Source: an optimization exercise on an open RTL-to-GDS flow (aim: small area, a short achievable clock period and few clock cycles). Production flows keep margins and buffers that such runs may drop. Function was checked by simulation only, so behaviour that the tests miss may differ from the original.

// xbee_core
module xbee_core (
    input  wire         clk,
    input  wire         rst,
    input  wire         transport_ok,
    input  wire         ctl_valid,
    input  wire [1:0]   ctl_op,
    input  wire         rx_valid,
    input  wire [7:0]   rx_data,
    output wire         rx_ready,
    output wire         tx_valid,
    output wire [7:0]   tx_data,
    input  wire         tx_ready,
    input  wire         cmd_valid,
    input  wire [127:0] cmd_hdr,
    output wire         cmd_ready,
    input  wire         cmd_dvalid,
    input  wire [7:0]   cmd_data,
    output wire         cmd_dready,
    output wire         resp_valid,
    output wire [35:0]  resp,
    input  wire         resp_ready,
    output wire         evt_valid,
    output wire [209:0] evt_hdr,
    input  wire         evt_ready,
    output wire         evt_dvalid,
    output wire [7:0]   evt_data,
    input  wire         evt_dready,
    output wire [31:0]  status
);
    localparam REG_CAP = 16;
    reg run;
    always @(posedge clk) begin
        if (rst)
            run <= 1'b0;
        else if (ctl_valid && ctl_op == 2'd1 && transport_ok)
            run <= 1'b1;
        else if (ctl_valid && ctl_op == 2'd2)
            run <= 1'b0;
    end
    wire [6:0]           rt_v;
    wire [55:0]          rt_hid;
    wire [7:0]           reg_count;
    wire                 errh_valid;
    wire [7:0]           errh_hid;
    wire [7:0]           fid;
    wire                 tx_push;
    wire [7:0]           tx_byte;
    wire                 txq_full;
    wire                 txq_full_nx;
    wire                 txq_empty;
    xbee_cmd #(.REG_CAP(REG_CAP)) u_cmd (
        .clk        (clk),
        .rst        (rst),
        .cmd_valid  (cmd_valid),
        .cmd_hdr    (cmd_hdr),
        .cmd_ready  (cmd_ready),
        .cmd_dvalid (cmd_dvalid),
        .cmd_data   (cmd_data),
  ...
Settings: LEC_CHECK=0, CAP_MARGIN=20, CORE_MARGIN=2, CORE_UTILIZATION=55, CTS_BUF_LIST=sky130_fd_sc_hd__clkbuf_16, CTS_CLUSTER_DIAMETER=80, CTS_CLUSTER_SIZE=22, PLACE_DENSITY=0.72, SETUP_SLACK_MARGIN=4.6, SLEW_MARGIN=20; clock period 8.0 ns.
standard.sh (not shown) runs the stock make flow with config.mk's settings and CLKGATE_MAP_FILE= SYNTH_SCRIPT=/design/flow/synth_recipe.tcl, a recipe that flattens the netlist after the stock synthesis.
==> flow/flow/run.sh <==
#!/bin/bash
# The standard layout (standard.sh), with plain buf_1 cells as the
# input and output port buffers instead of the flow's default pick.
set -euo pipefail
export BUFFER_PORTS_ARGS="-buffer_cell sky130_fd_sc_hd__buf_1"
bash standard.sh > standard_make.log 2>&1
Testbench counts at the start, summed over its fixed seeds: cycles 21,071.
Rerun with:
==> flow/flow/run.sh (replaced) <==
#!/bin/bash
# The standard layout (standard.sh), with plain buf_1 cells as the
# input and output port buffers instead of the flow's default pick, and
# the transport_ok pin placed next to the status[1] pin it feeds.
set -euo pipefail
export BUFFER_PORTS_ARGS="-buffer_cell sky130_fd_sc_hd__buf_1"
export PRE_IO_PLACEMENT_TCL="$PWD/flow/io.tcl"
bash standard.sh > standard_make.log 2>&1
==> flow/flow/io.tcl (new file) <==
# Keep the transport_ok input next to the status[1] output it feeds
# straight through, so that the wire between their port buffers is short.
set_io_pin_constraint -group -order -pin_names {transport_ok {status[1]}}
- CORE_UTILIZATION: 55 -> 45
- CTS_CLUSTER_DIAMETER: 80 -> 90
- CTS_CLUSTER_SIZE: 22 -> 24
- PLACE_DENSITY: 0.72 -> 0.75
Core utilization fell by 11 points.
Die area rose by about a fifth.
First-iteration DRC count rose by a few percent.
Area after synthesis is unchanged.
Cell area rose slightly.
Maximum frequency rose slightly.
Rerun with:
- CTS_CLUSTER_DIAMETER: 90 -> 80
- CTS_CLUSTER_SIZE: 24 -> 22
- PLACE_DENSITY: 0.75 -> 0.65
- SETUP_SLACK_MARGIN: 4.6 -> 4.7
Result:
- The changed run produced a clean layout
- global-route usage hardly moves
- critical path depth stays the same
- routed wire length barely changes
- clock-buffer cell count rises by 6
- setup slack is better by 0.013 ns
- first-iteration DRC count went down by 3.4%
- die area stays the same
- sequential share of layout area fell by 0.33 points
- design area came out higher by 0.52%

--- another note on this design; it stands on its own ---

// xbee_core
module xbee_core (
    input  wire         clk,
    input  wire         rst,
    input  wire         transport_ok,
    input  wire         ctl_valid,
    input  wire [1:0]   ctl_op,
    input  wire         rx_valid,
    input  wire [7:0]   rx_data,
    output wire         rx_ready,
    output wire         tx_valid,
    output wire [7:0]   tx_data,
    input  wire         tx_ready,
    input  wire         cmd_valid,
    input  wire [127:0] cmd_hdr,
    output wire         cmd_ready,
    input  wire         cmd_dvalid,
    input  wire [7:0]   cmd_data,
    output wire         cmd_dready,
    output wire         resp_valid,
    output wire [35:0]  resp,
    input  wire         resp_ready,
    output wire         evt_valid,
    output wire [209:0] evt_hdr,
    input  wire         evt_ready,
    output wire         evt_dvalid,
    output wire [7:0]   evt_data,
    input  wire         evt_dready,
    output wire [31:0]  status
);
    localparam REG_CAP = 16;
    reg run;
    always @(posedge clk) begin
        if (rst)
            run <= 1'b0;
        else if (ctl_valid && ctl_op == 2'd1 && transport_ok)
            run <= 1'b1;
        else if (ctl_valid && ctl_op == 2'd2)
  ...
Size: about 3,600 cells after synthesis.
export LEC_CHECK = 0
export CAP_MARGIN = 20
export CORE_MARGIN = 2
export CORE_UTILIZATION = 45
export CTS_BUF_LIST = sky130_fd_sc_hd__clkbuf_8 sky130_fd_sc_hd__clkbuf_16
export CTS_CLUSTER_DIAMETER = 80
export CTS_CLUSTER_SIZE = 22
export PLACE_DENSITY = 0.65
export SETUP_SLACK_MARGIN = 4.6
export SLEW_MARGIN = 20
create_clock -name core_clock -period 8.0 [get_ports {clk}]
standard.sh (not shown) runs the stock make flow with config.mk's settings and CLKGATE_MAP_FILE= SYNTH_SCRIPT=/design/flow/synth_recipe.tcl, a recipe that flattens the netlist after the stock synthesis.
==> flow/flow/run.sh <==
#!/bin/bash
# The standard layout (standard.sh), with plain buf_1 cells as the
# input and output port buffers instead of the flow's default pick, and
# the transport_ok pin placed next to the status[1] pin it feeds.
set -euo pipefail
export BUFFER_PORTS_ARGS="-buffer_cell sky130_fd_sc_hd__buf_1"
export PRE_IO_PLACEMENT_TCL="$PWD/flow/io.tcl"
bash standard.sh > standard_make.log 2>&1
==> flow/flow/io.tcl <==
# Keep the transport_ok input next to the status[1] output it feeds
# straight through, so that the wire between their port buffers is short.
set_io_pin_constraint -group -order -pin_names {transport_ok {status[1]}}
Testbench counts at the start, summed over its fixed seeds: cycles 21,071.
Edit:
==> flow/flow/run.sh (replaced) <==
#!/bin/bash
# The standard layout (standard.sh), with plain buf_1 cells as the
# input and output port buffers instead of the flow's default pick.
set -euo pipefail
export BUFFER_PORTS_ARGS="-buffer_cell sky130_fd_sc_hd__buf_1"
bash standard.sh > standard_make.log 2>&1
- CTS_BUF_LIST: sky130_fd_sc_hd__clkbuf_8 sky130_fd_sc_hd__clkbuf_16 -> sky130_fd_sc_hd__clkbuf_16
removed: flow/flow/io.tcl
=> Design area stays flat; die area does not change; maximum frequency went down slightly.

port drivers added, routing unchanged:
In the flow no input, the clock included, has a driving cell. The finished layouts below were timed again as built, in two steps. Step 1, drivers: a clkbuf_16 drives clk and a buf_2 each remaining input, both assumed. Step 2, shift: input delay + t, output delay - t, t = (earliest + latest rising clock arrival at the registers) / 2. This alone moves slack from input paths to output paths. Three values: ideal, step 1, step 2; two values: the first two.
| run | t, ns | slack for setup (ns) | clock arrival spread, ns |
|---|---|---|---|
| the first run of note 1 | 0.748 | 4.556 / 4.541 / 3.794 | 0.041 / 0.041 |
| the second run of note 1 | 0.774 | 4.574 / 4.542 / 3.823 | 0.064 / 0.064 |
| the third run of note 1 | 0.774 | 4.587 / 4.564 / 3.873 | 0.052 / 0.052 |
| the first run of note 2 | 0.780 | 4.598 / 4.566 / 3.871 | 0.050 / 0.050 |
| the second run of note 2 | 0.764 | 4.564 / 4.517 / 3.842 | 0.035 / 0.035 |
After both steps every run listed still meets setup and hold. For the first run of note 1, which loses most, drivers alone change the setup slack by -0.015 ns; drivers and shift together by -0.762 ns.
